Source: an optimization exercise on an open RTL-to-GDS flow (aim: small area and a short achievable clock period). Production flows keep margins and buffers that such runs may drop. The RTL was checked by simulation tests, not by an equivalence proof against the original design. Power figures rest on the tool's default switching activity, not on a simulated workload.

build 49:
// jr_core
module jr_core (
    input  wire        clk,
    input  wire        rst,
    input  wire [7:0]  cmd,
    input  wire        cmd_valid,
    output wire        cmd_ready,
    input  wire [7:0]  opd_x,
    input  wire [7:0]  opd_y,
    input  wire [15:0] opd_d,
    input  wire [15:0] opd_ax,
    input  wire [15:0] opd_ay,
    input  wire [15:0] opd_az,
    output wire [63:0] res,
    output reg         res_valid,
    input  wire        echo,
    output wire        trig,
    input  wire        tick0,
    input  wire        tick1,
    output wire [7:0]  tx_data,
    output reg         tx_valid,
    input  wire        tx_ready,
    input  wire        rx_avail,
    input  wire [7:0]  rx_data,
    output wire        rx_take,
    input  wire        confirm,
    output reg  [1:0]  act_dir_L,
    output reg  [1:0]  act_dir_R,
    output wire [7:0]  act_duty_L,
    output wire [7:0]  act_duty_R,
    output reg  [1:0]  disp
);
export LEC_CHECK = 0
export CAP_MARGIN = 20
export CORE_MARGIN = 2
export CORE_UTILIZATION = 40
export SLEW_MARGIN = 20
create_clock -name core_clock -period 40.0 [get_ports {clk}]
run.sh (not shown) runs the stock make flow with config.mk's settings and CLKGATE_MAP_FILE= SYNTH_SCRIPT=/design/flow/synth_recipe.tcl, a recipe that flattens the netlist after the stock synthesis.
Build 49 closes out successfully: all stages finished, all timing, DRC and antenna checks passed.
The following lists how build 34 was set up differently from build 49:
- CORE_UTILIZATION changed from 40 to 60
==> flow/flow/run.sh (new file) <==
#!/bin/bash
# The standard layout, with these changes:
# - synthesis is the standard synthesis, but ABC maps the combinational
#   logic with flow/abc.script (AIG resynthesis for area); registers are
#   mapped exactly as in the standard synthesis;
# - the port buffers are the smallest buffer (buf_1);
# - the clock tree uses clkbuf_4 in clusters, without dummy loads;
# - after placement, cells on the slowest paths are sized up.
# Each tool's output is in synth_make.log / flow_make.log and orfs/logs/.
set -uo pipefail
HERE=$PWD
rm -rf "$HERE/scripts_abc"
cp -r "$FLOW_HOME/scripts" "$HERE/scripts_abc"
cp "$HERE/flow/abc.script" "$HERE/scripts_abc/abc_speed.script"
SCRIPTS_DIR="$HERE/scripts_abc" bash standard.sh synth > synth_make.log 2>&1 || exit 1
export BUFFER_PORTS_ARGS="-buffer_cell sky130_fd_sc_hd__buf_1"
export CTS_ARGS="-sink_clustering_enable -repair_clock_nets -buf_list sky130_fd_sc_hd__clkbuf_4 -dont_use_dummy_load -sink_clustering_size 8 -sink_clustering_max_diameter 40"
export POST_RESIZE_TCL="$HERE/flow/post_resize.tcl"
bash standard.sh > flow_make.log 2>&1
==> flow/flow/abc.script (new file) <==
strash
&get -n
&fraig -x
&deepsyn -T 300
&put
strash
&get -n
&dch -f
&nf -R 1000
&put
==> flow/flow/post_resize.tcl (new file) <==
# Size up the cells on the input-to-output paths that set the period:
# repair_timing treats paths with less than the margin of slack as failing.
repair_timing -setup -setup_margin 23.4 -verbose
==> flow/standard.sh (new file) <==
#!/bin/bash
# synth_recipe.tcl (not shown) runs the flow's synth.tcl, then flattens the netlist and writes it again
# the make line also repeats each setting of config.mk as NAME=value (left out here)
make -C /OpenROAD-flow-scripts/flow DESIGN_CONFIG=/design/flow/config.mk WORK_HOME=/design/flow/orfs CLKGATE_MAP_FILE= SYNTH_SCRIPT=/design/flow/synth_recipe.tcl "${@:-finish}"
removed: flow/run.sh
==> comparison <==
Diff build 49 -> build 34: total placed instance area now sits lower; worst hold slack now sits higher; final RePlAce weighted congestion now sits higher; internal power consumption now sits lower. Looking at non-clock buffer total of the final layout, build 34 sits 0.47% below build 49. Compare build 34 and build 49 | sum of routed wire length over all layers lower: build 34. Build 34 vs build 49 — number of logic inverters in the finished layout climbed by a little under 10%. | reported net switching power | build 34 vs build 49 | 0.040 mW lower |.
Relative to build 34, the following input files were edited for build 80:
- changing CORE_UTILIZATION from 60 to 40
==> flow/flow/run.sh <==
#!/bin/bash
set -uo pipefail
export BUFFER_PORTS_ARGS="-buffer_cell sky130_fd_sc_hd__buf_1"
bash standard.sh > flow_make.log 2>&1
removed: flow/flow/abc.script
removed: flow/flow/post_resize.tcl
--- outcome ---
- As of build 80, synthesized cell count had risen by more than 10% compared to build 34.
- Build 34 → build 80: overall power after layout saw an increase; worst supply voltage drop on vdd saw an increase; clock buffer and inverter area fraction after layout +3.3 points.
Changes in build 46 relative to build 80:
==> flow/flow/run.sh <==
#!/bin/bash
set -uo pipefail
export BUFFER_PORTS_ARGS="-buffer_cell sky130_fd_sc_hd__buf_1"
export CTS_ARGS="-sink_clustering_enable -repair_clock_nets -buf_list sky130_fd_sc_hd__clkbuf_4 -dont_use_dummy_load"
bash standard.sh > flow_make.log 2>&1
Results
Both conditions hold for build 46: the flow ran to the end and the final layout passed the timing, design-rule and antenna checks.
Per the comparison of build 46 with build 80, delay of the slowest cell on the worst path saw little to no change, share of the core filled with cells in the final layout saw a decrease.
| sequential share of layout area | higher: build 46 |
Final routed wirelength across all metal layers on build 46 is behind build 80.
Changes in build 38 relative to build 46:
- CORE_UTILIZATION: 40 -> 60
==> flow/flow/run.sh <==
#!/bin/bash
set -uo pipefail
export BUFFER_PORTS_ARGS="-buffer_cell sky130_fd_sc_hd__buf_1"
export CTS_ARGS="-sink_clustering_enable -repair_clock_nets -buf_list sky130_fd_sc_hd__clkbuf_4 -dont_use_dummy_load -sink_clustering_size 10 -sink_clustering_max_diameter 50"
export POST_RESIZE_TCL="$PWD/flow/post_resize.tcl"
bash standard.sh > flow_make.log 2>&1
==> flow/flow/post_resize.tcl (new file) <==
# Size up the cells on the input-to-output paths that set the period:
# repair_timing treats paths with less than the margin of slack as failing.
repair_timing -setup -setup_margin 23.4 -verbose
--- outcome ---
- Higher relative area change from synthesis to final layout was reported by build 46, not build 38.
- Compared with build 46, in build 38 overall via count from detail_route did not really move; detailed router's first-iteration violation count went up.
- Summary: with build 46 as the reference, total power in build 38 moved down by a little under 10%.
- In the floorplan summary, build 38 is listed with a die area less than that of build 46.
Setup changes, build 38 to build 93
- CORE_UTILIZATION now 40, was 60
==> flow/flow/run.sh <==
#!/bin/bash
set -uo pipefail
export BUFFER_PORTS_ARGS="-buffer_cell sky130_fd_sc_hd__buf_1"
export CTS_ARGS="-sink_clustering_enable -repair_clock_nets -buf_list sky130_fd_sc_hd__clkbuf_4 -dont_use_dummy_load"
export POST_RESIZE_TCL="$PWD/flow/post_resize.tcl"
bash standard.sh > flow_make.log 2>&1
### Flow results
Delta (build 93 minus build 38): share of power burned in registers lower, overall track demand over capacity in global routing lower, share of flip-flops with an asynchronous set or reset after synthesis roughly the same, post-placement worst setup slack higher, non-clock buffer count higher.
Row time the final worst path needs with I/O delays and setup: build 93 lower / build 38 higher

separate check: timing with driven ports:
How much do the figures lean on ideal ports? The routed layouts below were timed once more, with nothing changed but the port constraints.
Step 1: set_driving_cell puts a clkbuf_16 on clk and a buf_2 on each other input, an assumption about the parent block.
Step 2 moves the port delays by t, midway between the first and last clock arrival at a register: inputs arrive t later, outputs are due t later. That takes back most of the time a late clock gives input paths.
Slacks: ideal / step 1 / step 2; pairs: ideal / step 1.
| run | shift t [ns] | setup WS [ns] | worst setup path at the end | latest minus earliest clock arrival (ns) | slew at the worst register clock pin (ns) |
|---|---|---|---|---|---|
| build 49 | 0.579 | 22.012 / 21.991 / 21.991 | input to output | 0.012 / 0.011 | 0.06 / 0.06 |
| build 34 | 0.641 | 23.163 / 23.124 / 23.066 | input to register | 0.075 / 0.075 | 0.10 / 0.10 |
| build 80 | 0.579 | 22.799 / 22.772 / 22.772 | input to output | 0.023 / 0.023 | 0.06 / 0.06 |
| build 46 | 0.684 | 22.787 / 22.759 / 22.759 | input to output | 0.079 / 0.079 | 0.06 / 0.06 |
| build 38 | 0.718 | 23.169 / 23.137 / 23.137 | input to output | 0.055 / 0.056 | 0.12 / 0.12 |
| build 93 | 0.725 | 23.177 / 23.150 / 23.150 | input to output | 0.091 / 0.092 | 0.07 / 0.07 |
After both steps every run listed still meets setup and hold. The setup slack of build 34, which loses most, moves by -0.039 ns with the drivers and by -0.097 ns with both steps.
